From an optimization exercise on the open Yosys and OpenROAD flow, aimed at small area, a short achievable clock period and few clock cycles; shortcuts taken in it are not production practice. RTL that was checked went through simulation tests only; none was proved equivalent to the original. No functional check of the RTL was part of run 4. No activity file was given, so power comes from the tool's default toggle rates.

$ cat design/flow/config.mk
export PLATFORM = sky130hd
export DESIGN_NAME = sdio_host_seq
export DESIGN_NICKNAME = sdio_host_seq
export VERILOG_FILES = /design/flow/design.v
export SDC_FILE = /design/flow/constraint.sdc
export NUM_CORES = 4
export LEC_CHECK = 0
export CAP_MARGIN = 20
export CORE_MARGIN = 2
export CORE_UTILIZATION = 40
export SETUP_SLACK_MARGIN = 4.2
export SLEW_MARGIN = 20
$ cat design/flow/run.sh
#!/bin/bash
# synth_recipe.tcl (not shown) runs the flow's synth.tcl, then flattens the netlist and writes it again
# the make line also repeats each setting of config.mk as NAME=value (left out here)
make -C /OpenROAD-flow-scripts/flow DESIGN_CONFIG=/design/flow/config.mk WORK_HOME=/design/flow/orfs CLKGATE_MAP_FILE= SYNTH_SCRIPT=/design/flow/synth_recipe.tcl finish
$ cat design/flow/constraint.sdc
create_clock -name core_clock -period 8.0 [get_ports {clk}]
set_input_delay 1.6000 -clock core_clock [delete_from_list [all_inputs] [get_ports {clk}]]
set_output_delay 1.6000 -clock core_clock [all_outputs]
set_load 0.01 [all_outputs]
$ cat design/flow/design.v
module sdio_host_seq (
    input  wire        clk,
    input  wire        rst,           
    input  wire        gpio_irq,      
    input  wire        req_valid,
    output wire        req_ready,
    input  wire [3:0]  req_op,
    input  wire [31:0] req_arg0,
    input  wire [31:0] req_arg1,
    output wire        rsp_valid,
    output wire [2:0]  rsp_code,
    output reg  [31:0] rsp_value,
    output wire        cmd_valid,
    input  wire        cmd_ready,
    output reg         cmd_kind,      
    output reg  [31:0] cmd_arg,
    output reg         cmd_reg,       
    output wire [31:0] cmd_off,       
    output wire [31:0] cmd_wdata,     
    input  wire        bus_rsp_valid,
    input  wire        bus_rsp_fail,
    input  wire [7:0]  bus_rsp_data,
    input  wire [31:0] bus_rsp_word
);
    localparam [3:0] OP_INIT    = 4'd0,  OP_DEINIT  = 4'd1,  OP_RDREG  = 4'd2,
                     OP_WRREG   = 4'd3,  OP_BLKRD   = 4'd4,  OP_BLKWR  = 4'd5,
                     OP_STATUS  = 4'd6,  OP_CLEAR   = 4'd7,  OP_PEND   = 4'd8,
                     OP_SYNC    = 4'd9,
                     OP_RESET   = 4'd12, OP_ISINIT  = 4'd13, OP_SUSP   = 4'd14,
                     OP_RESUME  = 4'd15;
    localparam [2:0] RC_OK = 3'd0, RC_TRANSPORT = 3'd1, RC_NOT_READY = 3'd2,
                     RC_UNSUPPORTED = 3'd3, RC_TOO_MANY = 3'd4, RC_REFUSED = 3'd5;
    localparam [1:0] VAR_UNKNOWN = 2'd0, VAR_A = 2'd1, VAR_B = 2'd2;
    localparam [31:0] CHIP_ID_MASK = 32'hFFFFF000,
                      CHIP_ID_PAT_A = 32'h00100000, CHIP_ID_PAT_B = 32'h00300000;
    localparam [4:0] T_W0     = 5'd0,  T_W1     = 5'd1,  T_W2     = 5'd2,
                     T_SBRD   = 5'd3,  T_SBWR   = 5'd4,  T_REGRD  = 5'd5,
                     T_REGWR  = 5'd6,  T_XA     = 5'd7,  T_XB     = 5'd8,
                     T_N1     = 5'd9,  T_N2LO   = 5'd10, T_N2HI   = 5'd11,
                     T_N3     = 5'd12, T_POLL   = 5'd13, T_N5LO   = 5'd14,
                     T_N5HI   = 5'd15, T_N6     = 5'd16, T_C0     = 5'd17,
                     T_C1     = 5'd18, T_FLG    = 5'd19, T_STS    = 5'd20,
                     T_CLA    = 5'd21, T_CLB0   = 5'd22, T_CLB1   = 5'd23,
                     T_RST    = 5'd24;
    localparam [1:0] AW_REGRD = 2'd0, AW_REGWR = 2'd1, AW_XA = 2'd2, AW_XB = 2'd3;
    localparam [1:0] CAP_NONE = 2'd0, CAP_LO = 2'd1, CAP_HI = 2'd2, CAP_RMW = 2'd3;
    reg        pend;         
    reg        wc;           
    reg        wf;           
    reg        wd;           
    reg        dn;           
    reg [2:0]  code;
    reg [4:0]  step;         
    reg [1:0]  aw;           
    reg [1:0]  cap;
    reg        h_bs_set;     
    reg [1:0]  h_variant;
    reg        h_gpio;
    reg [3:0]  h_nint;
    reg        h_init;
    reg [3:0]  op;
    reg        rs;           
    reg        dir;          
    reg        ovf;          
    reg [8:0]  nblk;         
    reg [6:0]  nleft;        
    reg [1:0]  k;            
    reg [1:0]  polls;
    reg [23:0] a;            
    reg [31:0] word;         
    wire v    = bus_rsp_valid;
    wire f    = bus_rsp_fail;
    wire wt   = wc | wf | wd;
    wire fin  = v & (wf | (f & (wc | wd)));         
    assign cmd_valid = pend | (wc & v & ~f);
    assign rsp_valid = dn | fin;
    assign req_ready = ~(pend | wt) | fin;
    assign rsp_code  = {code[2:1], code[0] | (wt & f)};
    wire take = cmd_valid & cmd_ready;
    wire acc  = req_valid & req_ready;
    function [31:0] sb_word(input rw, input [2:0] fn, input raw, input [16:0] addr,
                            input [7:0] data);
        sb_word = {rw, fn, raw, 1'b0, addr, 1'b0, data};
    endfunction
    function [31:0] blk_word(input rw, input [2:0] fn, input bm, input [16:0] addr,
                             input [8:0] count);
        blk_word = {rw, fn, bm, 1'b1, addr, count};
    endfunction
    function [23:0] rmw_addr(input [1:0] kk);
        case (kk)
            2'd0:    rmw_addr = 24'h1428;
            2'd1:    rmw_addr = 24'h1408;
            2'd2:    rmw_addr = 24'h1A00;
            default: rmw_addr = 24'h1A84;
        endcase
    endfunction
    function [2:0] rmw_first(input [1:0] variant, input gpio);
        if (variant == VAR_B)  rmw_first = {1'b1, 2'd0};
        else if (gpio)         rmw_first = {1'b1, 2'd1};
        else                   rmw_first = {1'b0, 2'd0};
    endfunction
    function [2:0] rmw_after(input [1:0] kk, input gpio, input [3:0] n);
        case (kk)
            2'd0:    rmw_after = {gpio, 2'd1};
            2'd1:    rmw_after = {1'b1, 2'd2};
            2'd2:    rmw_after = {(n > 4'd5), 2'd3};
            default: rmw_after = {1'b0, 2'd0};
        endcase
    endfunction
    function [31:0] rmw_val(input [1:0] kk, input [3:0] n, input [31:0] w);
        integer i;
        begin
            rmw_val = w;
            case (kk)
                2'd0: rmw_val[8] = 1'b0;
                2'd1: rmw_val[8] = 1'b1;
                2'd2: for (i = 0; i < 5; i = i + 1)
                          if (i < n) rmw_val[27 + i] = 1'b1;
                default: for (i = 0; i < 3; i = i + 1)
                          if (i + 5 < n) rmw_val[i] = 1'b1;
            endcase
        end
    endfunction
    wire [2:0] xfn   = dir ? 3'd1 : 3'd0;
    wire [16:0] xadr = dir ? 17'd0 : 17'h10F;
    wire [7:0] clr_a = {word[7:5], h_gpio ? word[4:0] : 5'd0};
    assign cmd_wdata = word;
    assign cmd_off   = {14'd0, (step == T_XB) ? nblk : 9'd0, 9'd0};
    always @(*) begin
        cmd_kind  = 1'b0;
        cmd_reg   = 1'b0;
        case (step)
            T_W0:    cmd_arg = sb_word(1'b1, 3'd0, 1'b0, 17'h10C, a[7:0]);
            T_W1:    cmd_arg = sb_word(1'b1, 3'd0, 1'b0, 17'h10D, a[15:8]);
            T_W2:    cmd_arg = sb_word(1'b1, 3'd0, 1'b0, 17'h10E, a[23:16]);
            T_SBRD:  cmd_arg = sb_word(1'b0, 3'd0, 1'b0, {13'h000F, a[3:0]}, 8'h00);
            T_SBWR:  cmd_arg = sb_word(1'b1, 3'd0, 1'b0, {13'h000F, a[3:0]}, word[7:0]);
            T_REGRD: begin
                cmd_kind = 1'b1;
                cmd_reg  = 1'b1;
                cmd_arg  = blk_word(1'b0, 3'd0, 1'b0, 17'h10F, 9'd4);
            end
            T_REGWR: begin
                cmd_kind = 1'b1;
                cmd_reg  = 1'b1;
                cmd_arg  = blk_word(1'b1, 3'd0, 1'b0, 17'h10F, 9'd4);
            end
            T_XA: begin
                cmd_kind = 1'b1;
                cmd_arg  = blk_word(op[0], xfn, 1'b1, xadr, nblk);
            end
            T_XB: begin
                cmd_kind = 1'b1;
                cmd_arg  = blk_word(op[0], xfn, 1'b0, xadr, {nleft, 2'b00});
            end
            T_N1:    cmd_arg = sb_word(1'b1, 3'd0, 1'b0, 17'h100, 8'h80);
            T_N2LO:  cmd_arg = sb_word(1'b1, 3'd0, 1'b0, 17'h010, 8'h00);
            T_N2HI:  cmd_arg = sb_word(1'b1, 3'd0, 1'b0, 17'h011, 8'h02);
            T_N3:    cmd_arg = sb_word(1'b1, 3'd0, 1'b0, 17'h002, 8'h02);
            T_POLL:  cmd_arg = sb_word(1'b0, 3'd0, 1'b0, 17'h003, 8'h00);
            T_N5LO:  cmd_arg = sb_word(1'b1, 3'd0, 1'b0, 17'h110, 8'h00);
            T_N5HI:  cmd_arg = sb_word(1'b1, 3'd0, 1'b0, 17'h111, 8'h02);
            T_N6:    cmd_arg = sb_word(1'b1, 3'd0, 1'b0, 17'h004, 8'h03);
            T_C0:    cmd_arg = sb_word(1'b0, 3'd0, 1'b0, 17'h0F2, 8'h00);
            T_C1:    cmd_arg = sb_word(1'b0, 3'd0, 1'b0, 17'h0F3, 8'h00);
            T_FLG:   cmd_arg = sb_word(1'b0, 3'd0, 1'b0,
                                       (h_variant == VAR_A) ? 17'h0F7 : 17'h0FE, 8'h00);
            T_STS:   cmd_arg = sb_word(1'b0, 3'd1, 1'b0, 17'h004, 8'h00);
            T_CLA:   cmd_arg = sb_word(1'b1, 3'd0, 1'b0, 17'h0F8, clr_a);
            T_CLB0:  cmd_arg = sb_word(1'b1, 3'd0, 1'b0, 17'h0FE, {3'd0, word[4:0]});
            T_CLB1:  cmd_arg = sb_word(1'b1, 3'd0, 1'b0, 17'h0F1, {5'd0, word[7:5]});
            T_RST:   cmd_arg = sb_word(1'b1, 3'd0, 1'b1, 17'h006, 8'h08);
            default: cmd_arg = 32'd0;
        endcase
    end
    wire [7:0] d = bus_rsp_data;
    wire [4:0] flags = h_gpio ? ((h_variant == VAR_A) ? d[4:0] : {1'b0, d[3:0]})
                              : {d[5], d[4], d[3], d[2], d[0]};
    always @(*) begin
        case (op)
            OP_RDREG:  rsp_value = dir ? {24'd0, d} : bus_rsp_word;
            OP_STATUS: rsp_value = {11'd0, flags, word[15:0]};
            OP_PEND:   rsp_value = {16'd0, d, word[7:0]};
            default:   rsp_value = {31'd0, h_init};
        endcase
    end
    wire        q_dir_reg = (req_arg0[31:4] == 28'h000000F);
    wire        q_dir_x   = (req_arg0 == 32'd0);
    wire        q_up      = (req_arg1[1:0] != 2'd0);            
    wire [15:0] q_sz      = req_arg1[17:2] + {15'd0, q_up};     
    wire        q_hi      = (req_arg1[31:18] != 14'd0) || (q_up && (&req_arg1[17:2]));
    wire        q_ovf     = q_hi;                               
    wire        q_hasa    = q_hi || (q_sz[15:7] != 9'd0);       
    wire        q_hasb    = (q_sz[6:0] != 7'd0);                
    wire [4:0]  q_mlo     = req_arg0[4:0];
    wire [2:0]  q_mhi     = req_arg0[7:5];
    wire [2:0]  q_rmw0    = rmw_first(h_variant, h_gpio);
    wire [2:0]  r_rmw0    = rmw_first(h_variant, h_gpio);
    wire [2:0]  r_rmwn    = rmw_after(k, h_gpio, h_nint);
    wire [31:0] chip      = bus_rsp_word & CHIP_ID_MASK;
    always @(posedge clk) begin
        if (rst) begin
            pend      <= 1'b0;
            wc        <= 1'b0;
            wf        <= 1'b0;
            wd        <= 1'b0;
            dn        <= 1'b0;
            h_bs_set  <= 1'b0;
            h_variant <= VAR_UNKNOWN;
            h_gpio    <= gpio_irq;
            h_nint    <= 4'd0;
            h_init    <= 1'b0;
        end else begin
            dn <= 1'b0;
            if (wt && v) begin
                wc <= 1'b0;
                wf <= 1'b0;
                wd <= 1'b0;
                if (wc && !f) pend <= 1'b1;    
                case (cap)
                    CAP_LO:  word[7:0]  <= d;
                    CAP_HI:  word[15:8] <= d;
                    CAP_RMW: word       <= rmw_val(k, h_nint, bus_rsp_word);
                    default: ;
                endcase
                if (wd && !f) begin
                    case (step)
                        T_POLL: begin
                            polls <= polls + 2'd1;
                            if (d[1]) begin
                                step <= T_N5LO;
                                pend <= 1'b1;
                            end else if (polls == 2'd2) begin
                                code <= RC_NOT_READY;
                                dn   <= 1'b1;
                            end else begin
                                pend <= 1'b1;
                            end
                        end
                        T_N6: begin    
                            if (h_variant == VAR_UNKNOWN) begin
                                code <= RC_UNSUPPORTED;
                                dn   <= 1'b1;
                            end else begin
                                h_bs_set <= 1'b1;
                                h_init   <= 1'b1;
                                if (op == OP_RESUME && r_rmw0[2]) begin
                                    k    <= r_rmw0[1:0];
                                    a    <= rmw_addr(r_rmw0[1:0]);
                                    aw   <= AW_REGRD;
                                    step <= T_W0;
                                    pend <= 1'b1;
                                end else begin
                                    code <= RC_OK;
                                    dn   <= 1'b1;
                                end
                            end
                        end
                        default: begin    
                            dn <= 1'b1;
                            if (chip == CHIP_ID_PAT_A || chip == CHIP_ID_PAT_B) begin
                                h_variant <= (chip == CHIP_ID_PAT_A) ? VAR_A : VAR_B;
                                h_bs_set  <= 1'b1;
                                h_init    <= 1'b1;
                                code      <= RC_OK;
                            end else begin
                                code      <= RC_UNSUPPORTED;
                            end
                        end
                    endcase
                end
            end
            if (take) begin
                pend <= 1'b0;
                code <= RC_OK;
                cap  <= CAP_NONE;
                wc   <= 1'b1;
                case (step)
                    T_W0: step <= T_W1;
                    T_W1: step <= T_W2;
                    T_W2: begin
                        case (aw)
                            AW_REGRD: step <= T_REGRD;
                            AW_REGWR: step <= T_REGWR;
                            AW_XA: begin
                                if (ovf) begin
                                    wc   <= 1'b0;
                                    wf   <= 1'b1;
                                    code <= RC_TRANSPORT;
                                end else begin
                                    step <= T_XA;
                                end
                            end
                            default: step <= T_XB;
                        endcase
                    end
                    T_REGRD: begin
                        if (op == OP_RDREG) begin
                            wc <= 1'b0;
                            wf <= 1'b1;
                        end else if (op == OP_INIT) begin
                            wc <= 1'b0;
                            wd <= 1'b1;
                        end else begin
                            cap  <= CAP_RMW;
                            aw   <= AW_REGWR;
                            step <= T_W0;
                        end
                    end
                    T_REGWR: begin
                        if (op == OP_WRREG || !r_rmwn[2]) begin
                            wc <= 1'b0;
                            wf <= 1'b1;
                        end else begin
                            k    <= r_rmwn[1:0];
                            a    <= rmw_addr(r_rmwn[1:0]);
                            aw   <= AW_REGRD;
                            step <= T_W0;
                        end
                    end
                    T_XA: begin
                        if (nleft == 7'd0) begin
                            wc <= 1'b0;
                            wf <= 1'b1;
                        end else if (dir) begin
                            step <= T_XB;
                        end else begin
                            a[23:9] <= a[23:9] + {6'd0, nblk};
                            aw      <= AW_XB;
                            step    <= T_W0;
                        end
                    end
                    T_N1:   step <= T_N2LO;
                    T_N2LO: step <= T_N2HI;
                    T_N2HI: step <= T_N3;
                    T_N3:   step <= T_POLL;
                    T_POLL: begin
                        wc <= 1'b0;
                        wd <= 1'b1;
                    end
                    T_N5LO: step <= T_N5HI;
                    T_N5HI: step <= T_N6;
                    T_N6: begin
                        if (rs) begin
                            wc <= 1'b0;
                            wd <= 1'b1;
                        end else begin
                            aw   <= AW_REGRD;
                            step <= T_W0;
                        end
                    end
                    T_C0: begin
                        cap  <= CAP_LO;
                        step <= T_C1;
                    end
                    T_C1: begin
                        if (op == OP_PEND) begin
                            wc <= 1'b0;
                            wf <= 1'b1;
                        end else begin
                            cap  <= CAP_HI;
                            step <= h_gpio ? T_FLG : T_STS;
                        end
                    end
                    T_CLB0: begin
                        if (word[7:5] != 3'd0) begin
                            step <= T_CLB1;
                        end else begin
                            wc <= 1'b0;
                            wf <= 1'b1;
                        end
                    end
                    default: begin    
                        wc <= 1'b0;
                        wf <= 1'b1;
                    end
                endcase
            end
            if (acc) begin
                op <= req_op;
                case (req_op)
                    OP_INIT, OP_RESUME: begin
                        h_init <= 1'b0;
                        polls  <= 2'd0;
                        rs     <= (req_op == OP_RESUME) | req_arg0[0];
                        a      <= 24'h001000;
                        step   <= T_N1;
                        pend   <= 1'b1;
                    end
                    OP_DEINIT: begin
                        h_init <= 1'b0;
                        code   <= RC_OK;
                        dn     <= 1'b1;
                    end
                    OP_RDREG, OP_WRREG: begin
                        a    <= req_arg0[23:0];
                        word <= req_arg1;
                        dir  <= q_dir_reg;
                        aw   <= req_op[0] ? AW_REGWR : AW_REGRD;
                        step <= q_dir_reg ? (req_op[0] ? T_SBWR : T_SBRD) : T_W0;
                        pend <= 1'b1;
                    end
                    OP_BLKRD, OP_BLKWR: begin
                        a     <= req_arg0[23:0];
                        dir   <= q_dir_x;
                        ovf   <= q_ovf;
                        nblk  <= q_sz[15:7];
                        nleft <= q_sz[6:0];
                        aw    <= q_hasa ? AW_XA : AW_XB;
                        if (!h_bs_set) begin
                            code <= RC_TRANSPORT;
                            dn   <= 1'b1;
                        end else if (!q_hasa && !q_hasb) begin
                            code <= RC_OK;
                            dn   <= 1'b1;
                        end else if (!q_dir_x) begin
                            step <= T_W0;
                            pend <= 1'b1;
                        end else if (q_hasa && q_ovf) begin
                            code <= RC_TRANSPORT;
                            dn   <= 1'b1;
                        end else begin
                            step <= q_hasa ? T_XA : T_XB;
                            pend <= 1'b1;
                        end
                    end
                    OP_STATUS, OP_PEND: begin
                        if (!req_op[3] && h_gpio && h_variant == VAR_UNKNOWN) begin
                            code <= RC_REFUSED;
                            dn   <= 1'b1;
                        end else begin
                            step <= T_C0;
                            pend <= 1'b1;
                        end
                    end
                    OP_CLEAR: begin
                        word[7:0] <= req_arg0[7:0];
                        code      <= RC_OK;
                        if (h_variant == VAR_A) begin
                            if (q_mhi != 3'd0 || (h_gpio && q_mlo != 5'd0)) begin
                                step <= T_CLA;
                                pend <= 1'b1;
                            end else begin
                                dn   <= 1'b1;
                            end
                        end else if (h_variant == VAR_B) begin
                            if (h_gpio && q_mlo != 5'd0) begin
                                step <= T_CLB0;
                                pend <= 1'b1;
                            end else if (q_mhi != 3'd0) begin
                                step <= T_CLB1;
                                pend <= 1'b1;
                            end else begin
                                dn   <= 1'b1;
                            end
                        end else begin
                            code <= RC_REFUSED;
                            dn   <= 1'b1;
                        end
                    end
                    OP_SYNC: begin
                        if (req_arg0[31:4] != 28'd0 || (req_arg0[3] && req_arg0[2:0] != 3'd0)) begin
                            code <= RC_TOO_MANY;
                            dn   <= 1'b1;
                        end else if (h_variant == VAR_UNKNOWN) begin
                            code <= RC_REFUSED;
                            dn   <= 1'b1;
                        end else begin
                            h_nint <= req_arg0[3:0];
                            if (q_rmw0[2]) begin
                                k    <= q_rmw0[1:0];
                                a    <= rmw_addr(q_rmw0[1:0]);
                                aw   <= AW_REGRD;
                                step <= T_W0;
                                pend <= 1'b1;
                            end else begin
                                code <= RC_OK;
                                dn   <= 1'b1;
                            end
                        end
                    end
                    OP_RESET, OP_SUSP: begin
                        h_init <= 1'b0;
                        step   <= T_RST;
                        pend   <= 1'b1;
                    end
                    OP_ISINIT: begin
                        code <= RC_OK;
                        dn   <= 1'b1;
                    end
                    default: begin    
                        code <= RC_REFUSED;
                        dn   <= 1'b1;
                    end
                endcase
            end
        end
    end
endmodule
==> metrics.yaml, run 1 <==
outcome:
  status: "finished clean"
finish:
  nFillCells: 2326
  diodes: 0
  syn_to_final_growth_pct: 44.94
  stdcell_count: 1848
  drive_above_1_share_pct: 27.17
  nets: 1655
setup_path:
  cp_max_fo: 5
  slowest_delay_ns: 0.42
  end_kind: "register"
  worstPathRequired_ns: 8.13
  critPathArrivalTime_ns: 4.17
  rr_endpoint: "a[20]"
  reg2reg_slack_ns: 4.62
  path_cells: "buf_8 > nor2_4 > inv_2 > ha_4 > ha_4 > xor2_2 > or3_1 > or3_1 > or3_4 > nor3_4 > buf_6 > nor3_2 > a311oi_2 > o21ai_1"
  timing.rr.start: "step[3]"
  cp-start-kind: "input pin"
  critPathSlowestCell: "or3_4"
  reg2regPathDepth: 11
  crit_type: "in2reg"
sta:
  fin_ws_ns: 3.967
  min_period_ns: 4.033
  holdWs_ns: 0.5097
  tightest_slew_ns: 0.9879
  hold_viol_final: 0
  rsz0062_at_grt: "true"
  setup_viol: 0
  timing.fmax_mhz: 248.0
  slew_headroom_pct: 33.93
  skew_ns: 0.01377
  finalSetupTns_ns: 0
  drv_slew: 0
  period_share_pct: 50.41
synth:
  yosysTopAreaCell: "edfxtp_1"
  yosysSeqAreaShare_pct: 32.19
  synth.most_common_cell: "nand2_1"
  synth-edff-count: 96
  synth_area_per_cell_um2: 7.957
  synthFlopType: "edfxtp_1"
  synth.area.top_cells: "edfxtp_1 30%, o21ai_0 5.8%, nand2_1 5.7%"
  yosys_register_bits: 109
  synth_top_area_share_pct: 29.53
  synthCells: 1227
  synthTopCellsByCount: "147 x nand2_1, 113 x o21ai_0, 104 x nor2_1"
  async_flop_share_pct: 0
  ys_types: 83
  yosys_warnings: 1
  netlist_area_um2: 9763
detailed_routing:
  drc: 0
  totalWireLength_um: 46090
  dr_total_vias: 11560
  first_pass_iters: 7
  via_per_inst: 6.253
  drt_iter0_markers: 1283
  wl_per_cell_um: 24.94
  final_antenna_net_count: 0
cts:
  path_clk_slew_ns: 0.08
  cts-buffers-inserted: 9
  cts_max_level: 3
  clock-sinks: 109
  cts-root-buf: "clkbuf_16"
  cts_tree: "built"
  cts.path.max_buffers: 2
  clkLatencyLatePin_ns: 0.38
grt:
  track_usage_pct: 34.41
  antenna_found_initial: 1
  grt_max_degree: 53
  grt_pass1_vias: 10850
  gr-total-overflow: 0
  grt_first_pass_wirelength_um: 67360
floorplan:
  die_x_um: 160.2
  dieArea_um2: 25670
  start_util_pct: 40.50
  ios: 251
  row_count: 57
  fp.dieH_um: 160.2
  core-area_um2: 24110
place:
  dp_slack_ns: 2.339
  dp_hpwl_um: 32540
  placed_cells: 1716
  io_buffers: 217
  gp_congestion: 0.9694
pwr:
  powerDensity_nw_per_um2: 144.7
  peakVddDrop_uv: 101.7
  finalPower_mw: 2.048
  leakage_nw: 5.758
min_path:
  holdCritStartpoint: "h_bs_set"
  hold_path.class: "reg2reg"
  hold_path_depth: 2
  worstHoldEndpoint: "h_bs_set"
job:
  cap_viol_max_count: 0
## registers in the layout (all words and copies together), names as in the netlist, 2 cells and up
| register | count |
|---|---|
| cap | 2 |
| op | 4 |
| k | 2 |
| h_nint | 4 |
| aw | 2 |
| code | 3 |
| nblk | 9 |
| word | 32 |
| a | 24 |
| h_variant | 2 |
| polls | 2 |
| step | 5 |
| nleft | 7 |
## metrics by stage
stage	area, um2	util, %
after CTS	13700	56.82
final	14150	58.70
after detailed placement	12160	50.45
after global placement	12160	50.45
after floorplan	9953	-
after global routing	14150	58.70
## layout make-up
cell class | count | area, um2 | area share, %
clock inverter | 4 | 52.55 | 0.3714
sequential | 109 | 3143 | 22.21
timing repair inverter | 1 | 7.507 | 0.05305
multi-input combinational | 1009 | 6909 | 48.82
clock buffer | 12 | 256.5 | 1.813
tap | 324 | 405.4 | 2.865
timing repair buffer | 353 | 3231 | 22.83
inverter | 36 | 146.4 | 1.034
## where the power goes
part,switching [mW],total (mW),internal (mW)
registers,0.0529,0.728,0.675
clock network,0.233,0.496,0.263
logic,0.449,0.824,0.375
## layer usage
metal	up-vias	global-route usage, %	share of wire, %	wire, um
li1	5155	-	-	-
met1	5559	45.66	40	18540
met2	722	55.84	46	21240
met3	118	7.091	9.8	4532
met4	2	12.00	3.9	1776
met5	-	0	0.015	7
## layout by cell type, fill, tap and decap left out, drive strengths merged, types with 32 or more instances in the layout
cell           count
buf              183
nand2            148
o21ai            115
nor2             105
edfxtp            96
a21oi             86
clkbuf            64
clkdlybuf4s50     54
mux2i             46
nor3              46
inv               35
conb              33
nand3             32
## critical path: cells and delay by family
family	cells	cell delay (ns)
simple gates	6	1.43
xor+xnor	1	0.14
compound gates	2	0.33
buf+inv	3	0.31
fa+ha+maj	2	0.34
## how the worst max path moves through the flow
stage,startpoint,end,slack (ns)
global placement,req_arg0[21],a[6],2.41
detailed placement,req_arg0[21],a[8],2.34
CTS,bus_rsp_word[2],rsp_value[2],3.91
floorplan,req_arg1[1],code[1],3.97
finish,req_arg1[0],code[2],3.97
global route,req_arg1[0],code[1],3.91
## timing repair
item,CTS,global route
hold buffers,0,0
buffers inserted,68,36
pin swaps,62,57
setup endpoints to repair,216,96
gates cloned,9,3
resized for setup,554,184
## cell families after synthesis
| logic type | count (synthesis) | synth area share, % |
|---|---|---|
| XOR/XNOR | 25 | 2.243 |
| AO/OA/AOI/OAI | 392 | 26.00 |
| AND/OR/NAND/NOR | 489 | 24.84 |
| flip-flops | 109 | 32.19 |
| multiplexers | 48 | 4.947 |
| other | 1 | 0.03841 |
| adder cells (fa/ha/maj) | 21 | 2.768 |
| buffers and inverters | 142 | 6.972 |
Testbench counts, summed over its fixed seeds: cycles 13,179.
==> run 2, diff against run 1 <==
--- a/design/flow/config.mk
+++ b/design/flow/config.mk
@@ -8,5 +8,5 @@
 export CAP_MARGIN = 20
 export CORE_MARGIN = 2
 export CORE_UTILIZATION = 40
-export SETUP_SLACK_MARGIN = 4.2
+export SETUP_SLACK_MARGIN = 3.0
 export SLEW_MARGIN = 20
==> run 2 against run 1 <==
Against the previous run:
- still clean on timing, DRC and antenna
- fmax fell by 18%
- core utilization shrank 7.1 points
- sequential power is essentially flat
- wire length decreased by 8.6%
- cell area is 12% lower
- area after synthesis did not move
- combinational power fell by 23%
==> metrics.yaml, run 2 <==
place:
  dp_hpwl_um: 32480  # -0.18%
  io_buffers: 217  # unchanged
  gp_congestion: 0.9595  # -1.0%
  place_area_um2: 12090  # -0.60%
detailed_routing:
  totalWireLength_um: 42120  # -8.6%
  via_per_inst: 6.212  # -0.67%
  drt_iter0_markers: 1172  # -8.7%
  wl_per_cell_um: 24.35  # -2.4%
  first_pass_iters: 6  # -1
  dr_total_vias: 10750  # -7.0%
  drc: 0  # unchanged
  final_antenna_net_count: 0  # unchanged
sta:
  min_period_ns: 4.941  # +0.9083 ns
  finalSetupTns_ns: 0  # unchanged
  setup_viol: 0  # unchanged
  tightest_slew_ns: 1.004  # +0.01578 ns
  timing.fmax_mhz: 202.4  # -18%
  hold_viol_final: 0  # unchanged
  rsz0062_at_grt: "true"
  skew_ns: 0.01675  # +0.002981 ns
  period_share_pct: 61.76  # +11 points
  slew_headroom_pct: 32.51  # -1.4 points
  drv_slew: 0  # unchanged
finish:
  drive_above_1_share_pct: 4.979  # -22 points
  largest_register_ffs: 32  # unchanged
  multi_input_area_um2: 6112  # -12%
  regMostFlops: "word"
  nets: 1537  # -7.1%
  seq_area_um2: 3143  # unchanged
  final_area_um2: 12430  # -12%
  syn_to_final_growth_pct: 27.32
  layout_common_cells: "216 x clkdlybuf4s50_1, 147 x nand2_1, 113 x o21ai_0, 103 x nor2_1, 96 x edfxtp_1"
  nFillCells: 2421  # +4.1%
  top_regs: "word x32, a x24, nblk x9"
  diodes: 0  # unchanged
  mostFrequentLayoutCell: "clkdlybuf4s50_1"
setup_path:
  timing.rr.start: "step[0]"
  critPathArrivalTime_ns: 3.34  # -0.83 ns
  cp_max_fo: 2  # -3
  reg2reg_slack_ns: 4.46  # -0.16 ns
  cp_top_family: "buffers and inverters"
  critPathSlowestCell: "clkdlybuf4s50_1"
  cp-start-kind: "input pin"
  path_cells: "clkdlybuf4s50_1 > inv_1 > nor3_1 > clkdlybuf4s50_1"
  slowest_delay_ns: 0.66  # +0.24 ns
  end_kind: "primary output"
  crit_type: "in2out"
  startpoint: "bus_rsp_word[27]"
  critPathBufInv: 3  # unchanged
  worstPathRequired_ns: 6.40  # -1.73 ns
  crit_path_frequent_cell: "clkdlybuf4s50_1"
synth:
  synth.area.top_cells: "edfxtp_1 30%, o21ai_0 5.8%, nand2_1 5.7%"
  netlist_area_um2: 9763  # unchanged
  synthFlopType: "edfxtp_1"
  synth-edff-count: 96  # unchanged
  async_flop_share_pct: 0  # unchanged
  synth_area_per_cell_um2: 7.957  # unchanged
  synthTopCellsByCount: "147 x nand2_1, 113 x o21ai_0, 104 x nor2_1"
  yosysTopAreaCell: "edfxtp_1"
  synth.most_common_cell: "nand2_1"
  yosys_register_bits: 109  # unchanged
  yosys_warnings: 1  # unchanged
  synth_top_area_share_pct: 29.53  # unchanged
  synthCells: 1227  # unchanged
  yosysSeqAreaShare_pct: 32.19  # unchanged
  ys_types: 83  # unchanged
min_path:
  hold_path.class: "reg2reg"
  holdCritStartpoint: "h_bs_set"
cts:
  clock-sinks: 109  # unchanged
  cts-buffers-inserted: 9  # unchanged
  cts_tree: "built"
  postCtsHoldBufs: 0  # unchanged
  cts_max_level: 3  # unchanged
  path_clk_slew_ns: 0.09  # about the same
  clkLatencyLatePin_ns: 0.37  # about the same
  cts.path.max_buffers: 2  # unchanged
  cts-root-buf: "clkbuf_16"
  post_cts_buffers: 0  # -100%
floorplan:
  start_util_pct: 40.50  # unchanged
  core-area_um2: 24110  # unchanged
  row_count: 57  # unchanged
  ios: 251  # unchanged
  fp.dieH_um: 160.2  # unchanged
  die_x_um: 160.2  # unchanged
  dieArea_um2: 25670  # unchanged
pwr:
  powerDensity_nw_per_um2: 150.1  # +3.7%
  leakage_nw: 4.493  # -22%
  p_sw_share_pct: 35.65  # -0.25 points
  p_clk_share_pct: 26.9  # +2.7 points
  p_sw_uw: 665.1  # -9.5%
  cell_internal_pwr_mw: 1.201  # -8.5%
  sequentialPowerShare_pct: 39.1  # +3.6 points
  comb_power_share_pct: 34.0  # -6.2 points
  peakVddDrop_uv: 111.6  # +9.7%
job:
  cap_viol_max_count: 0  # unchanged
grt:
  grt_first_pass_wirelength_um: 62800  # -6.8%
  track_usage_pct: 31.95  # -2.5 points
  gr-total-overflow: 0  # unchanged
  grt_max_degree: 53  # unchanged
  grt_pass1_vias: 9943  # -8.4%
  antenna_found_initial: 0  # -1
outcome:
  status: "finished clean"
[run 2: final cells by class]
type / count / share of cell area [%]
multi-input combinational: 1008 / 49.17
sequential: 109 / 25.28
timing repair buffer: 237 / 18.67
tap: 324 / 3.261
clock buffer: 10 / 1.842
inverter: 36 / 1.107
clock inverter: 6 / 0.6643
[run 2: final timing paths]
check | to | depth (start not counted)
max | rsp_value[27] | 4
min | h_bs_set | 2
max reg2reg | a[20] | 8
min reg2reg | h_bs_set | 2
[run 2: worst register-to-register path, cell delays in order, from the launching register on]
cell and delay (ns):
edfxtp_1 0.76, or2_1 0.59, or4_4 0.60, or3_1 0.62, o21ai_0 0.18, nand2_1 0.13
o21ai_1 0.15, o31ai_1 0.09, a22o_1 0.19
[run 2: what timing repair did]
item,CTS,global route
resized for setup,5,3
pin swaps,1,0
endpoints found under the setup margin,20,11
[run 2: per-stage QoR]
| stage | setup WS, ns | util (%) | power [mW] | hold WS, ns | cells |
|---|---|---|---|---|---|
| after floorplan | 3.698 | - | 1.072 | 0.4628 | 1259 |
| after global placement | 2.241 | 50.11 | 1.360 | 0.4841 | 1713 |
| after detailed placement | 2.470 | 50.15 | 1.361 | 0.5001 | 1714 |
| after CTS | 3.016 | 51.52 | 1.856 | 0.5152 | 1730 |
| after global routing | 2.995 | 51.57 | 1.941 | 0.5353 | 1730 |
| final | 3.059 | 51.57 | 1.866 | 0.5123 | 1730 |
[run 2: kinds of logic after synthesis]
kind of cell	after synthesis	share of synthesized area, %
other cells	1	0.03841
simple gates	489	24.84
fa+ha+maj	21	2.768
flops	109	32.19
xor+xnor	25	2.243
compound gates	392	26.00
buf+inv	142	6.972
mux	48	4.947
[run 2: power groups by stage]
stage	logic [mW]	clock network (mW)	registers, mW
after detailed placement	0.622	0	0.739
after global placement	0.620	0	0.740
final	0.634	0.502	0.730
after floorplan	0.351	0	0.721
after global routing	0.684	0.522	0.735
after CTS	0.627	0.502	0.728
[run 2: routing by layer]
layer / part of all wire [%] / vias to the layer above / track usage (%)
li1: - / 4910 / -
met1: 43 / 5134 / 44.59
met2: 45 / 615 / 50.83
met3: 8.6 / 87 / 5.117
met4: 3.3 / 0 / 10.07
met5: 0 / - / 0
==> run 3, diff against run 2 <==
--- a/design/flow/config.mk
+++ b/design/flow/config.mk
@@ -8,5 +8,4 @@
 export CAP_MARGIN = 20
 export CORE_MARGIN = 2
 export CORE_UTILIZATION = 40
-export SETUP_SLACK_MARGIN = 3.0
 export SLEW_MARGIN = 20
==> run 3 against run 2 <==
Against the previous run:
- total power decreased by 0.15%
- via count decreased by 0.59%
- count of clock-buffer cells in the layout unchanged
- critical path type is now reg2out
- still clean on timing, DRC and antenna
- clock skew increased by 0.00060 ns
- clock power about the same
==> metrics.yaml, run 3 <==
synth:
  yosys_register_bits: 109  # unchanged
  yosysSeqAreaShare_pct: 32.19  # unchanged
  synth.area.top_cells: "edfxtp_1 30%, o21ai_0 5.8%, nand2_1 5.7%"
  async_flop_share_pct: 0  # unchanged
  synthFlopType: "edfxtp_1"
  synthTopCellsByCount: "147 x nand2_1, 113 x o21ai_0, 104 x nor2_1"
  ys_types: 83  # unchanged
  synth_top_area_share_pct: 29.53  # unchanged
  synth-edff-count: 96  # unchanged
  yosys_warnings: 1  # unchanged
  synth.most_common_cell: "nand2_1"
  netlist_area_um2: 9763  # unchanged
  synth_area_per_cell_um2: 7.957  # unchanged
  synthCells: 1227  # unchanged
  yosysTopAreaCell: "edfxtp_1"
sta:
  setup_viol: 0  # unchanged
  slew_headroom_pct: 29.42  # -3.1 points
  skew_ns: 0.01735  # +0.0006000 ns
  period_share_pct: 65.74  # +4.0 points
  tightest_slew_ns: 1.051  # +0.04685 ns
  rsz0062_at_grt: "false"
  min_period_ns: 5.259  # +0.3184 ns
  drv_slew: 0  # unchanged
  fin_ws_ns: 2.741  # -0.3184 ns
  timing.fmax_mhz: 190.1  # -6.1%
  finalSetupTns_ns: 0  # unchanged
  hold_viol_final: 0  # unchanged
  holdWs_ns: 0.5125  # +0.0002030 ns
cts:
  clkLatencyLatePin_ns: 0.37  # about the same
  cts.path.max_buffers: 2  # unchanged
  cts_max_level: 3  # unchanged
  postCtsHoldBufs: 0  # unchanged
  clock-sinks: 109  # unchanged
  path_clk_slew_ns: 0.09  # about the same
  cts-root-buf: "clkbuf_16"
  cts-buffers-inserted: 9  # unchanged
  cts_tree: "built"
  post_cts_buffers: 0  # unchanged
  ctsResizeCount: 0  # -5
grt:
  grt_pass1_vias: 9943  # unchanged
  grt_max_degree: 53  # unchanged
  antenna_found_initial: 0  # unchanged
  gr-total-overflow: 0  # unchanged
  track_usage_pct: 31.95  # unchanged
  grt_first_pass_wirelength_um: 62800  # unchanged
setup_path:
  slowest_delay_ns: 0.92  # +0.26 ns
  crit_type: "reg2out"
  cp_max_fo: 27  # +25
  cp-start-kind: "register"
  startpoint: "step[0]"
  path_cells: "or2_1 > nor3_1 > a22oi_1 > nand3_1 > clkdlybuf4s50_1"
  timing.rr.start: "step[0]"
  critPathSlowestCell: "nor3_1"
  end_kind: "primary output"
  critPathArrivalTime_ns: 3.66  # +0.32 ns
  worstPathRequired_ns: 6.40  # about the same
finish:
  layout_common_cells: "217 x clkdlybuf4s50_1, 147 x nand2_1, 113 x o21ai_0, 104 x nor2_1, 96 x edfxtp_1"
  final_area_um2: 12400  # -0.24%
  mostFrequentLayoutCell: "clkdlybuf4s50_1"
  syn_to_final_growth_pct: 27.01
  stdcell_count: 1730  # unchanged
  drive_above_1_share_pct: 4.694  # -0.28 points
  final_util_pct: 51.44  # -0.12 points
  nets: 1537  # unchanged
  regMostFlops: "word"
  largest_register_ffs: 32  # unchanged
  diodes: 0  # unchanged
  top_regs: "word x32, a x24, nblk x9"
job:
  cap_viol_max_count: 0  # unchanged
outcome:
  status: "finished clean"
min_path:
  hold_path.class: "reg2reg"
  holdCritStartpoint: "h_bs_set"
detailed_routing:
  wl_per_cell_um: 24.25  # -0.38%
  totalWireLength_um: 41960  # -0.38%
  first_pass_iters: 5  # -1
  dr_total_vias: 10680  # -0.59%
  via_per_inst: 6.175  # -0.59%
  final_antenna_net_count: 0  # unchanged
  drc: 0  # unchanged
  drt_iter0_markers: 1186  # +1.2%
place:
  gp_congestion: 0.9595  # unchanged
  placed_cells: 1714  # unchanged
  io_buffers: 217  # unchanged
  dp_slack_ns: 2.470  # unchanged
  dp_hpwl_um: 32480  # unchanged
  place_area_um2: 12090  # unchanged
floorplan:
  dieArea_um2: 25670  # unchanged
  row_count: 57  # unchanged
  fp.dieH_um: 160.2  # unchanged
  start_util_pct: 40.50  # unchanged
  ios: 251  # unchanged
  core-area_um2: 24110  # unchanged
  die_x_um: 160.2  # unchanged
pwr:
  powerDensity_nw_per_um2: 150.2  # about the same
  finalPower_mw: 1.863  # -0.15%
  leakage_nw: 4.468  # -0.55%
  peakVddDrop_uv: 111.8  # +0.14%
==> run 3: report_power, final <==
part	switching (mW)	total, mW	leakage (nW)	internal, mW
registers	0.0542	0.729	1.04	0.675
clock network	0.251	0.502	0.148	0.251
logic	0.358	0.632	3.28	0.274
total	0.663	1.86	4.47	1.20
==> run 3: path summary, 6_finish.rpt <==
path / end / cells after the start / slack [ns]
worst max register to register: a[20] / 8 / 4.49
worst min register to register: h_bs_set / 2 / 0.51
worst min-delay path: h_bs_set / 2 / 0.51
worst max-delay path: cmd_arg[6] / 5 / 2.74
==> run 3: cell families after synthesis <==
group / count (synthesis) / share of synthesized area, %
AO/OA/AOI/OAI: 392 / 26.00
multiplexers: 48 / 4.947
buffers and inverters: 142 / 6.972
other: 1 / 0.03841
adder cells (fa/ha/maj): 21 / 2.768
flip-flops: 109 / 32.19
XOR/XNOR: 25 / 2.243
AND/OR/NAND/NOR: 489 / 24.84
==> run 3: layout make-up <==
class	instances	area, um2
fill	2423	11710
multi-input combinational	1008	6081
sequential	109	3143
timing repair buffer	237	2322
tap	324	405.4
clock buffer	10	229.0
inverter	36	137.6
clock inverter	6	82.58
==> run 3: worst max-delay path: cells and delay by family, from the launching register on <==
family                 cells  cell delay, ns
AND/OR/NAND/NOR            3            1.67
flip-flops                 1            0.74
buffers and inverters      1            0.56
AO/OA/AOI/OAI              1            0.32
==> run 3: layer usage <==
metal	GRT usage, %	wire [um]
met5	0	0
met4	10.07	1267
met3	5.117	3563
met2	50.83	18940
met1	44.59	18190
==> run 4, diff against run 3 <==
--- a/design/flow/design.v
+++ b/design/flow/design.v
@@ -43,7 +43,7 @@
                      T_CLA    = 5'd21, T_CLB0   = 5'd22, T_CLB1   = 5'd23,
                      T_RST    = 5'd24;
     localparam [1:0] AW_REGRD = 2'd0, AW_REGWR = 2'd1, AW_XA = 2'd2, AW_XB = 2'd3;
-    localparam [1:0] CAP_NONE = 2'd0, CAP_LO = 2'd1, CAP_HI = 2'd2, CAP_RMW = 2'd3;
+    localparam [1:0] CAP_NONE = 2'd0, CAP_BYTE = 2'd1, CAP_RMW = 2'd3;
     reg        pend;         
     reg        wc;           
     reg        wf;           
@@ -53,6 +53,7 @@
     reg [4:0]  step;         
     reg [1:0]  aw;           
     reg [1:0]  cap;
+    reg        cw;           
     reg        h_bs_set;     
     reg [1:0]  h_variant;
     reg        h_gpio;
@@ -62,12 +63,12 @@
     reg        rs;           
     reg        dir;          
     reg        ovf;          
-    reg [8:0]  nblk;         
-    reg [6:0]  nleft;        
     reg [1:0]  k;            
     reg [1:0]  polls;
     reg [23:0] a;            
     reg [31:0] word;         
+    wire [8:0] nblk  = word[17:9];    
+    wire [6:0] nleft = word[8:2];     
     wire v    = bus_rsp_valid;
     wire f    = bus_rsp_fail;
     wire wt   = wc | wf | wd;
@@ -86,12 +87,13 @@
                              input [8:0] count);
         blk_word = {rw, fn, bm, 1'b1, addr, count};
     endfunction
-    function [23:0] rmw_addr(input [1:0] kk);
-        case (kk)
-            2'd0:    rmw_addr = 24'h1428;
-            2'd1:    rmw_addr = 24'h1408;
-            2'd2:    rmw_addr = 24'h1A00;
-            default: rmw_addr = 24'h1A84;
+    function [15:0] fix_addr(input chipid, input [1:0] kk);
+        if (chipid) fix_addr = 16'h1000;
+        else case (kk)
+            2'd0:    fix_addr = 16'h1428;
+            2'd1:    fix_addr = 16'h1408;
+            2'd2:    fix_addr = 16'h1A00;
+            default: fix_addr = 16'h1A84;
         endcase
     endfunction
     function [2:0] rmw_first(input [1:0] variant, input gpio);
@@ -123,16 +125,18 @@
     endfunction
     wire [2:0] xfn   = dir ? 3'd1 : 3'd0;
     wire [16:0] xadr = dir ? 17'd0 : 17'h10F;
-    wire [7:0] clr_a = {word[7:5], h_gpio ? word[4:0] : 5'd0};
+    wire [7:0]  clr_a = {a[7:5], h_gpio ? a[4:0] : 5'd0};
+    wire [15:0] fa    = fix_addr(op == OP_INIT, k);
+    wire [23:0] wa    = cw ? {8'd0, fa} : a;
     assign cmd_wdata = word;
     assign cmd_off   = {14'd0, (step == T_XB) ? nblk : 9'd0, 9'd0};
     always @(*) begin
         cmd_kind  = 1'b0;
         cmd_reg   = 1'b0;
         case (step)
-            T_W0:    cmd_arg = sb_word(1'b1, 3'd0, 1'b0, 17'h10C, a[7:0]);
-            T_W1:    cmd_arg = sb_word(1'b1, 3'd0, 1'b0, 17'h10D, a[15:8]);
-            T_W2:    cmd_arg = sb_word(1'b1, 3'd0, 1'b0, 17'h10E, a[23:16]);
+            T_W0:    cmd_arg = sb_word(1'b1, 3'd0, 1'b0, 17'h10C, wa[7:0]);
+            T_W1:    cmd_arg = sb_word(1'b1, 3'd0, 1'b0, 17'h10D, wa[15:8]);
+            T_W2:    cmd_arg = sb_word(1'b1, 3'd0, 1'b0, 17'h10E, wa[23:16]);
             T_SBRD:  cmd_arg = sb_word(1'b0, 3'd0, 1'b0, {13'h000F, a[3:0]}, 8'h00);
             T_SBWR:  cmd_arg = sb_word(1'b1, 3'd0, 1'b0, {13'h000F, a[3:0]}, word[7:0]);
             T_REGRD: begin
@@ -167,8 +171,8 @@
                                        (h_variant == VAR_A) ? 17'h0F7 : 17'h0FE, 8'h00);
             T_STS:   cmd_arg = sb_word(1'b0, 3'd1, 1'b0, 17'h004, 8'h00);
             T_CLA:   cmd_arg = sb_word(1'b1, 3'd0, 1'b0, 17'h0F8, clr_a);
-            T_CLB0:  cmd_arg = sb_word(1'b1, 3'd0, 1'b0, 17'h0FE, {3'd0, word[4:0]});
-            T_CLB1:  cmd_arg = sb_word(1'b1, 3'd0, 1'b0, 17'h0F1, {5'd0, word[7:5]});
+            T_CLB0:  cmd_arg = sb_word(1'b1, 3'd0, 1'b0, 17'h0FE, {3'd0, a[4:0]});
+            T_CLB1:  cmd_arg = sb_word(1'b1, 3'd0, 1'b0, 17'h0F1, {5'd0, a[7:5]});
             T_RST:   cmd_arg = sb_word(1'b1, 3'd0, 1'b1, 17'h006, 8'h08);
             default: cmd_arg = 32'd0;
         endcase
@@ -179,7 +183,7 @@
     always @(*) begin
         case (op)
             OP_RDREG:  rsp_value = dir ? {24'd0, d} : bus_rsp_word;
-            OP_STATUS: rsp_value = {11'd0, flags, word[15:0]};
+            OP_STATUS: rsp_value = {11'd0, flags, word[7:0], word[15:8]};
             OP_PEND:   rsp_value = {16'd0, d, word[7:0]};
             default:   rsp_value = {31'd0, h_init};
         endcase
@@ -187,7 +191,9 @@
     wire        q_dir_reg = (req_arg0[31:4] == 28'h000000F);
     wire        q_dir_x   = (req_arg0 == 32'd0);
     wire        q_up      = (req_arg1[1:0] != 2'd0);            
-    wire [15:0] q_sz      = req_arg1[17:2] + {15'd0, q_up};     
+    wire        q_xfer    = (req_op[3:1] == 3'b010);
+    wire [15:0] q_sz      = req_arg1[17:2] + {15'd0, q_up & q_xfer};   
+    wire [29:0] q_word    = {req_arg1[31:18], q_sz};            
     wire        q_hi      = (req_arg1[31:18] != 14'd0) || (q_up && (&req_arg1[17:2]));
     wire        q_ovf     = q_hi;                               
     wire        q_hasa    = q_hi || (q_sz[15:7] != 9'd0);       
@@ -218,8 +224,7 @@
                 wd <= 1'b0;
                 if (wc && !f) pend <= 1'b1;    
                 case (cap)
-                    CAP_LO:  word[7:0]  <= d;
-                    CAP_HI:  word[15:8] <= d;
+                    CAP_BYTE: word[15:0] <= {word[7:0], d};
                     CAP_RMW: word       <= rmw_val(k, h_nint, bus_rsp_word);
                     default: ;
                 endcase
@@ -246,7 +251,7 @@
                                 h_init   <= 1'b1;
                                 if (op == OP_RESUME && r_rmw0[2]) begin
                                     k    <= r_rmw0[1:0];
-                                    a    <= rmw_addr(r_rmw0[1:0]);
+                                    cw   <= 1'b1;
                                     aw   <= AW_REGRD;
                                     step <= T_W0;
                                     pend <= 1'b1;
@@ -313,7 +318,7 @@
                             wf <= 1'b1;
                         end else begin
                             k    <= r_rmwn[1:0];
-                            a    <= rmw_addr(r_rmwn[1:0]);
+                            cw   <= 1'b1;
                             aw   <= AW_REGRD;
                             step <= T_W0;
                         end
@@ -350,7 +355,7 @@
                         end
                     end
                     T_C0: begin
-                        cap  <= CAP_LO;
+                        cap  <= CAP_BYTE;
                         step <= T_C1;
                     end
                     T_C1: begin
@@ -358,12 +363,12 @@
                             wc <= 1'b0;
                             wf <= 1'b1;
                         end else begin
-                            cap  <= CAP_HI;
+                            cap  <= CAP_BYTE;
                             step <= h_gpio ? T_FLG : T_STS;
                         end
                     end
                     T_CLB0: begin
-                        if (word[7:5] != 3'd0) begin
+                        if (a[7:5] != 3'd0) begin
                             step <= T_CLB1;
                         end else begin
                             wc <= 1'b0;
@@ -383,7 +388,7 @@
                         h_init <= 1'b0;
                         polls  <= 2'd0;
                         rs     <= (req_op == OP_RESUME) | req_arg0[0];
-                        a      <= 24'h001000;
+                        cw     <= 1'b1;
                         step   <= T_N1;
                         pend   <= 1'b1;
                     end
@@ -394,7 +399,8 @@
                     end
                     OP_RDREG, OP_WRREG: begin
                         a    <= req_arg0[23:0];
-                        word <= req_arg1;
+                        cw   <= 1'b0;
+                        word <= {q_word, req_arg1[1:0]};
                         dir  <= q_dir_reg;
                         aw   <= req_op[0] ? AW_REGWR : AW_REGRD;
                         step <= q_dir_reg ? (req_op[0] ? T_SBWR : T_SBRD) : T_W0;
@@ -402,10 +408,10 @@
                     end
                     OP_BLKRD, OP_BLKWR: begin
                         a     <= req_arg0[23:0];
+                        cw    <= 1'b0;
                         dir   <= q_dir_x;
                         ovf   <= q_ovf;
-                        nblk  <= q_sz[15:7];
-                        nleft <= q_sz[6:0];
+                        word  <= {q_word, req_arg1[1:0]};
                         aw    <= q_hasa ? AW_XA : AW_XB;
                         if (!h_bs_set) begin
                             code <= RC_TRANSPORT;
@@ -434,7 +440,7 @@
                         end
                     end
                     OP_CLEAR: begin
-                        word[7:0] <= req_arg0[7:0];
+                        a[7:0]    <= req_arg0[7:0];
                         code      <= RC_OK;
                         if (h_variant == VAR_A) begin
                             if (q_mhi != 3'd0 || (h_gpio && q_mlo != 5'd0)) begin
@@ -469,7 +475,7 @@
                             h_nint <= req_arg0[3:0];
                             if (q_rmw0[2]) begin
                                 k    <= q_rmw0[1:0];
-                                a    <= rmw_addr(q_rmw0[1:0]);
+                                cw   <= 1'b1;
                                 aw   <= AW_REGRD;
                                 step <= T_W0;
                                 pend <= 1'b1;
==> design/flow/flow/run.sh (new file) <==
#!/bin/bash
# Standard layout, with the port buffers made from the smallest plain buffer cell.
set -euo pipefail
export BUFFER_PORTS_ARGS="-buffer_cell sky130_fd_sc_hd__buf_1"
bash standard.sh > standard.log 2>&1
==> design/flow/standard.sh (new file) <==
#!/bin/bash
# synth_recipe.tcl (not shown) runs the flow's synth.tcl, then flattens the netlist and writes it again
# the make line also repeats each setting of config.mk as NAME=value (left out here)
make -C /OpenROAD-flow-scripts/flow DESIGN_CONFIG=/design/flow/config.mk WORK_HOME=/design/flow/orfs CLKGATE_MAP_FILE= SYNTH_SCRIPT=/design/flow/synth_recipe.tcl "${@:-finish}"
--- a/design/flow/config.mk
+++ b/design/flow/config.mk
@@ -8,4 +8,5 @@
 export CAP_MARGIN = 20
 export CORE_MARGIN = 2
 export CORE_UTILIZATION = 40
+export SETUP_SLACK_MARGIN = 3.5
 export SLEW_MARGIN = 20
removed: design/flow/run.sh
==> run 4 against run 3 <==
Against the previous run:
- fmax grew 21%
- die area fell by 6.4%
- largest cell class unchanged
- sequential power down 13%
- clock power down 8.4%
- highest routed layer unchanged
- final cell count decreased by 7.3%
- area after synthesis down 6.6%
- cell area shrank 16%
- synthesized cell count shrank 6.8%
- largest power group unchanged
- register-to-register slack improved by 0.24 ns
- setup slack gained 0.90 ns
==> metrics.yaml, run 4 <==
outcome:
  status: "finished clean"
sta:
  rsz0062_at_grt: "false"
  skew_ns: 0.01734  # -0.000008100 ns
  hold_viol_final: 0  # unchanged
  drv_slew: 0  # unchanged
  period_share_pct: 54.50  # -11 points
  tightest_slew_ns: 1.084  # +0.03342 ns
  slew_headroom_pct: 27.73  # -1.7 points
  min_period_ns: 4.360  # -0.8994 ns
  finalSetupTns_ns: 0  # unchanged
  setup_viol: 0  # unchanged
  timing.fmax_mhz: 229.4  # +21%
detailed_routing:
  highest_layer: "met4"
  via_per_inst: 6.359  # +3.0%
  final_antenna_net_count: 0  # unchanged
  totalWireLength_um: 38130  # -9.1%
  drt_iter0_markers: 1218  # +2.7%
  dr_total_vias: 10190  # -4.6%
  wl_per_cell_um: 23.78  # -1.9%
  wl_met2_um: 17220  # -9.1%
  dr_wl_met3_um: 4013  # +13%
  drc: 0  # unchanged
  wl_met1_um: 15690  # -14%
  first_pass_iters: 9  # +4
floorplan:
  row_count: 55  # -3.5%
  ios: 251  # unchanged
  core-area_um2: 22500  # -6.6%
  dieArea_um2: 24030  # -6.4%
  die_x_um: 155.0  # -3.3%
  fp.dieH_um: 155.0  # -3.3%
  start_util_pct: 40.54  # about the same
setup_path:
  path_cells: "buf_4 > nor2b_4 > nand2b_4 > nor2_1 > ha_2 > ha_4 > nand4_1 > nor4_4 > and4b_1 > o2111ai_2 > nor3_2 > o22a_2 > a32oi_1 > a211o_1"
  critPathSlowestCell: "nor4_4"
  reg2regPathDepth: 9  # +1
  worstSetupEndpoint: "step[2]"
  critPathBufInv: 1  # unchanged
  crit_type: "in2reg"
  slowest_delay_ns: 0.30  # -0.62 ns
  cp_max_fo: 16  # -41%
  timing.rr.start: "step[0]"
  cp-start-kind: "input pin"
  startpoint: "req_op[2]"
  critPathArrivalTime_ns: 4.47  # +0.81 ns
  reg2reg_slack_ns: 4.73  # +0.24 ns
  end_kind: "register"
  cp.depth: 14  # +9
  worstPathRequired_ns: 8.11  # +1.71 ns
  rr_endpoint: "code[0]"
  cp_top_family: "simple AND/OR/NAND/NOR gates"
finish:
  layout_common_cells: "214 x buf_1, 116 x nand2_1, 112 x nor2_1, 91 x o21ai_0, 88 x a21oi_1"
  final_area_um2: 10360  # -16%
  largest_register_ffs: 32  # unchanged
  stdcell_count: 1603  # -7.3%
  mostFrequentLayoutCell: "buf_1"
  syn_to_final_growth_pct: 13.62
  top_regs: "word x32, a x24, step x5"
  diodes: 0  # unchanged
  nets: 1449  # -5.7%
  regMostFlops: "word"
  drive_above_1_share_pct: 7.739  # +3.0 points
cts:
  postCtsHoldBufs: 0  # unchanged
  cts_tree: "built"
  cts_max_level: 3  # unchanged
  clkLatencyLatePin_ns: 0.37  # about the same
  cts.path.max_buffers: 2  # unchanged
  cts-root-buf: "clkbuf_16"
  cts-buffers-inserted: 9  # unchanged
  clock-sinks: 94  # -14%
  path_clk_slew_ns: 0.07  # -0.02 ns
grt:
  antenna_found_initial: 0  # unchanged
  grt_pass1_vias: 9189  # -7.6%
  gr-total-overflow: 0  # unchanged
  grt_max_degree: 81  # +53%
  track_usage_pct: 30.75  # -1.2 points
  grt_first_pass_wirelength_um: 56410  # -10%
pwr:
  peakVddDrop_uv: 108.4  # -3.0%
  powerDensity_nw_per_um2: 150.2  # about the same
  leakage_nw: 3.649  # -18%
synth:
  synthCells: 1144  # -6.8%
  synth.most_common_cell: "nand2_1"
  async_flop_share_pct: 0  # unchanged
  synthTopCellsByCount: "117 x nand2_1, 116 x nor2_1, 91 x o21ai_0"
  synth-edff-count: 81  # -16%
  synthFlopType: "edfxtp_1"
  yosysTopAreaCell: "edfxtp_1"
  ys_types: 97  # +17%
  yosys_register_bits: 94  # -14%
  synth_top_area_share_pct: 26.66  # -2.9 points
  yosysSeqAreaShare_pct: 29.52  # -2.7 points
  synth.area.top_cells: "edfxtp_1 27%, o21ai_0 5.0%, a21oi_1 4.8%"
  netlist_area_um2: 9122  # -6.6%
  yosys_warnings: 1  # unchanged
  synth_area_per_cell_um2: 7.974  # +0.22%
place:
  dp_hpwl_um: 28970  # -11%
  io_buffers: 217  # unchanged
  place_area_um2: 9943  # -18%
  placed_cells: 1582  # -7.7%
  gp_congestion: 0.9362  # -2.4%
min_path:
  hold_path.class: "reg2reg"
  holdCritStartpoint: "h_variant[0]"
job:
  cap_viol_max_count: 0  # unchanged
-- run 4: final cells by class --
type,instances,area (um2)
Clock buffer,10,229.0
Clock inverter,6,67.56
Fill cell,2330,12140
Inverter,35,131.4
Multi-Input combinational cell,936,5917
Sequential cell,94,2693
Tap cell,285,356.6
Timing Repair Buffer,237,970.9
-- run 4: where the power goes --
group	switching (mW)	internal [mW]	total [mW]
Combinational	0.307	0.156	0.463
Clock	0.215	0.245	0.460
Sequential	0.0569	0.577	0.634
Total	0.578	0.978	1.56
-- run 4: cells by family (layout without fill, tap and decap cells) --
logic type | after synthesis | count (layout) | synth area share, %
compound gates | 352 | 352 | 25.88
xor+xnor | 29 | 29 | 2.784
fa+ha+maj | 21 | 21 | 2.963
buf+inv | 146 | 288 | 8.037
flops | 94 | 94 | 29.52
mux | 43 | 43 | 4.759
other cells | 1 | 33 | 0.04111
simple gates | 458 | 458 | 26.02
-- run 4: tightest hold or removal path: stages, from the launching register on --
cell,delay [ns]
dfxtp_1,0.33
nor2_1,0.10
a211oi_1,0.05
-- run 4: through the flow --
step | power (mW) | hold WS (ns) | setup WS [ns] | utilization, %
3_3_place_gp | 1.086 | 0.5131 | 2.686 | 44.19
6_report | 1.557 | 0.5321 | 3.640 | 46.06
4_1_cts | 1.537 | 0.5293 | 3.512 | 45.63
5_1_grt | 1.621 | 0.5690 | 3.486 | 46.06
2_1_floorplan | 0.9237 | 0.4722 | 3.688 | -
3_5_place_dp | 1.086 | 0.5197 | 2.576 | 44.19
-- run 4: worst min path at each step --
| stage | endpoint | slack (ns) | depth (start not counted) |
|---|---|---|---|
| 6_report | h_variant[0] | 0.53 | 2 |
| 3_3_place_gp | h_variant[0] | 0.51 | 2 |
| 3_5_place_dp | h_variant[0] | 0.52 | 2 |
| 5_1_grt | h_nint[0] | 0.57 | 2 |
| 2_1_floorplan | h_nint[0] | 0.47 | 2 |
| 4_1_cts | h_variant[0] | 0.53 | 2 |
-- run 4: layer usage --
metal | GRT usage (%) | vias to the layer above
met4 | 9.612 | 0
met1 | 42.95 | 4846
met2 | 47.64 | 687
met5 | 0 | -
met3 | 6.518 | 90
li1 | - | 4570
-- run 4: repair_timing --
item                                    4_1_cts  5_1_grt
endpoints found under the setup margin       32       12
gates resized for setup                       9       14
buffers inserted                              0        5
pin swaps                                     1        4
endpoints found under the hold margin         0        0
==> run 5, diff against run 4 <==
--- a/design/flow/design.v
+++ b/design/flow/design.v
@@ -196,8 +196,11 @@
     wire [29:0] q_word    = {req_arg1[31:18], q_sz};            
     wire        q_hi      = (req_arg1[31:18] != 14'd0) || (q_up && (&req_arg1[17:2]));
     wire        q_ovf     = q_hi;                               
-    wire        q_hasa    = q_hi || (q_sz[15:7] != 9'd0);       
-    wire        q_hasb    = (q_sz[6:0] != 7'd0);                
+    wire        q_lo1     = &req_arg1[8:2];
+    wire        q_lo0     = ~|req_arg1[8:2];
+    wire        q_hasa    = (req_arg1[31:9] != 23'd0) || (q_lo1 && q_up);    
+    wire        q_hasb    = !((q_lo0 && !q_up) || (q_lo1 && q_up));          
+    wire        q_zero    = (req_arg1 == 32'd0);                            
     wire [4:0]  q_mlo     = req_arg0[4:0];
     wire [2:0]  q_mhi     = req_arg0[7:5];
     wire [2:0]  q_rmw0    = rmw_first(h_variant, h_gpio);
@@ -416,7 +419,7 @@
                         if (!h_bs_set) begin
                             code <= RC_TRANSPORT;
                             dn   <= 1'b1;
-                        end else if (!q_hasa && !q_hasb) begin
+                        end else if (q_zero) begin
                             code <= RC_OK;
                             dn   <= 1'b1;
                         end else if (!q_dir_x) begin
--- a/design/flow/config.mk
+++ b/design/flow/config.mk
@@ -8,5 +8,5 @@
 export CAP_MARGIN = 20
 export CORE_MARGIN = 2
 export CORE_UTILIZATION = 40
-export SETUP_SLACK_MARGIN = 3.5
+export SETUP_SLACK_MARGIN = 4.4
 export SLEW_MARGIN = 20
==> run 5 against run 4 <==
Against the previous run:
- wire length up 10%
- global-route usage up 3.6 points
- largest cell class unchanged
- fmax up 10%
==> metrics.yaml, run 5 <==
outcome:
  status: "finished clean"
synth:
  synthXorXnorAreaFrac_pct: 2.652  # -0.13 points
  netlist_area_um2: 8917  # -2.2%
  synth.area.top_cells: "edfxtp_1 27%, nor2_1 6.1%, o21ai_0 5.8%"
  yosys_warnings: 1  # unchanged
  synthAdderAreaFrac_pct: 3.592  # +0.63 points
  ys_types: 77  # -21%
  synthSimpleGateAreaFrac_pct: 25.55  # -0.47 points
  async_flop_share_pct: 0  # unchanged
  synthTopCellsByCount: "144 x nor2_1, 112 x nand2_1, 103 x o21ai_0"
  synth_top_area_share_pct: 27.28  # +0.61 points
  synth_top_family_by_area: "compound AO/OA/AOI/OAI gates"
  synthFlopType: "edfxtp_1"
  yosysTopAreaCell: "edfxtp_1"
  synth_area_per_cell_um2: 7.754  # -2.8%
  synthMuxAreaShare_pct: 4.939  # +0.18 points
  yosys_register_bits: 94  # unchanged
  synth-edff-count: 81  # unchanged
  synth.most_common_cell: "nor2_1"
  synthCells: 1150  # +0.52%
  yosysSeqAreaShare_pct: 30.20  # +0.68 points
  synth_compound_area_share_pct: 25.68  # -0.20 points
finish:
  drive_above_1_share_pct: 23.53  # +16 points
  final_util_pct: 55.26  # +9.2 points
  nets: 1563  # +7.9%
  top_regs: "word x32, a x24, step x5"
  diodes: 0  # unchanged
  syn_to_final_growth_pct: 35.25
  mostFrequentLayoutCell: "buf_1"
  layout_common_cells: "136 x buf_1, 129 x nor2_1, 104 x nand2_1, 83 x buf_4"
  stdcell_count: 1708  # +6.6%
  largest_register_ffs: 32  # unchanged
  regMostFlops: "word"
detailed_routing:
  via_per_inst: 6.220  # -2.2%
  totalWireLength_um: 42050  # +10%
  wl_per_cell_um: 24.62  # +3.5%
  first_pass_iters: 7  # -2
  drc: 0  # unchanged
  drt_iter0_markers: 1350  # +11%
  dr_total_vias: 10620  # +4.2%
  final_antenna_net_count: 0  # unchanged
pwr:
  peakVddDrop_uv: 97.47  # -10%
  powerDensity_nw_per_um2: 146.9  # -2.2%
  finalPower_mw: 1.771  # +14%
  leakage_nw: 4.868  # +33%
cts:
  path_clk_slew_ns: 0.07  # about the same
  clock-sinks: 94  # unchanged
  postCtsHoldBufs: 0  # unchanged
  cts-root-buf: "clkbuf_16"
  clkLatencyLatePin_ns: 0.36  # about the same
  cts_max_level: 3  # unchanged
  cts-buffers-inserted: 9  # unchanged
  cts.path.max_buffers: 2  # unchanged
  cts_tree: "built"
grt:
  track_usage_pct: 34.38  # +3.6 points
  gr-total-overflow: 0  # unchanged
  grt_first_pass_wirelength_um: 61480  # +9.0%
  grt_pass1_vias: 9683  # +5.4%
  antenna_found_initial: 1  # +1
  grt_max_degree: 87  # +7.4%
place:
  placed_cells: 1595  # +0.82%
  gp_congestion: 0.9670  # +3.3%
  io_buffers: 217  # unchanged
  dp_hpwl_um: 30190  # +4.2%
job:
  cap_viol_max_count: 0  # unchanged
setup_path:
  critPathArrivalTime_ns: 2.35  # -2.12 ns
  worstPathRequired_ns: 6.40  # -1.71 ns
  cp-start-kind: "register"
  slowest_delay_ns: 0.46  # +0.16 ns
  critPathSlowestCell: "edfxtp_1"
  path_cells: "buf_12 > buf_8 > nand2b_4 > nor2_4 > a222oi_1 > nor2_1 > a221oi_2 > o221ai_1 > buf_2"
  end_kind: "primary output"
  cp_max_fo: 6  # -10
  crit_type: "reg2out"
floorplan:
  core-area_um2: 21820  # -3.0%
  start_util_pct: 40.86  # +0.32 points
  row_count: 54  # -1.8%
  dieArea_um2: 23500  # -2.2%
  fp.dieH_um: 153.3  # -1.1%
  die_x_um: 153.3  # -1.1%
  ios: 251  # unchanged
sta:
  period_share_pct: 49.42  # -5.1 points
  setup_viol: 0  # unchanged
  slew_headroom_pct: 35.00  # +7.3 points
  drv_slew: 0  # unchanged
  rsz0062_at_grt: "true"
  min_period_ns: 3.954  # -0.4060 ns
  finalSetupTns_ns: 0  # unchanged
  timing.fmax_mhz: 252.9  # +10%
  hold_viol_final: 0  # unchanged
  tightest_slew_ns: 0.9750  # -0.1090 ns
  skew_ns: 0.01269  # -0.004647 ns
min_path:
  hold_path.class: "reg2reg"
[run 5: metal layers]
metal	vias up	track usage, %	share of wire [%]
met3	111	8.874	12
met4	2	12.92	4.2
met2	733	49.15	42
met5	-	0	0.026
met1	4986	49.59	42
li1	4791	-	-
[run 5: stage by stage]
stage          instance area (um2)  hold WS, ns  setup WS (ns)
2_1_floorplan                 9050       0.4816          4.270
3_3_place_gp                  9829       0.5091          3.680
3_5_place_dp                  9829       0.5284          3.680
4_1_cts                      11670       0.5417          4.046
5_1_grt                      12060       0.5591          3.996
6_report                     12060       0.5333          4.046
[run 5: path summary, 6_finish.rpt]
check	cells after the start	slack, ns	from	end
min	2	0.53	h_variant[0]	h_variant[0]
max	9	4.05	step[1]	cmd_arg[1]
max reg2reg	11	4.87	step[0]	aw[0]
min reg2reg	2	0.53	h_variant[0]	h_variant[0]
[run 5: layout make-up]
type / instances / area (um2)
well taps: 280 / 350.3
flip-flops and latches: 94 / 2693
inverters: 35 / 150.1
clock buffers: 9 / 225.2
multi-input cells: 953 / 6281
fillers: 2137 / 9763
repair buffers: 330 / 2295
clock inverters: 7 / 66.31
[run 5: logic make-up after synthesis]
family,Yosys count
fa+ha+maj,25
flops,94
simple gates,468
compound gates,356
xor+xnor,27
buf+inv,135
mux,44
other cells,1
[run 5: power breakdown]
group	internal, mW	switching [mW]
Clock	0.220	0.218
Combinational	0.295	0.402
Sequential	0.579	0.0573
Total	1.09	0.678
[run 5: timing repair]
action | in CTS | in global routing
setup endpoints to repair | 130 | 111
resized for setup | 252 | 82
cloned | 6 | 0
setup buffers | 74 | 17
pin swaps | 51 | 36
[run 5: worst max-delay path, delay by kind of cell, from the launching register on]
family,cells,cell delay [ns]
and+or+nand+nor,3,0.24
AOI/OAI and AO/OA,3,0.83
DFF,1,0.46
buffers and inverters,3,0.47
Testbench counts of run 5, summed over its fixed seeds: cycles 13,179.

what the ideal ports hide:
Ports are ideal in the flow. The routed layouts listed here were re-timed in OpenROAD.
Step 1: set_driving_cell puts a clkbuf_16 on clk and a buf_2 on each other input, an assumption about the parent block.
Step 2 also shifts input and output timing later by t, the mid clock arrival at the registers, as if the neighbouring blocks saw the same clock.
Three values: ideal ports, drivers, drivers and shift; two values: the first two.
run	shift t [ns]	setup slack, ns
run 1	0.424	3.967 / 3.932 / 3.551
run 2	0.412	3.059 / 3.032 / 2.766
run 3	0.411	2.741 / 2.691 / 2.492
run 4	0.405	3.640 / 3.633 / 3.255
run 5	0.398	4.046 / 3.991 / 3.991
After both steps setup and hold are still met in every run listed.
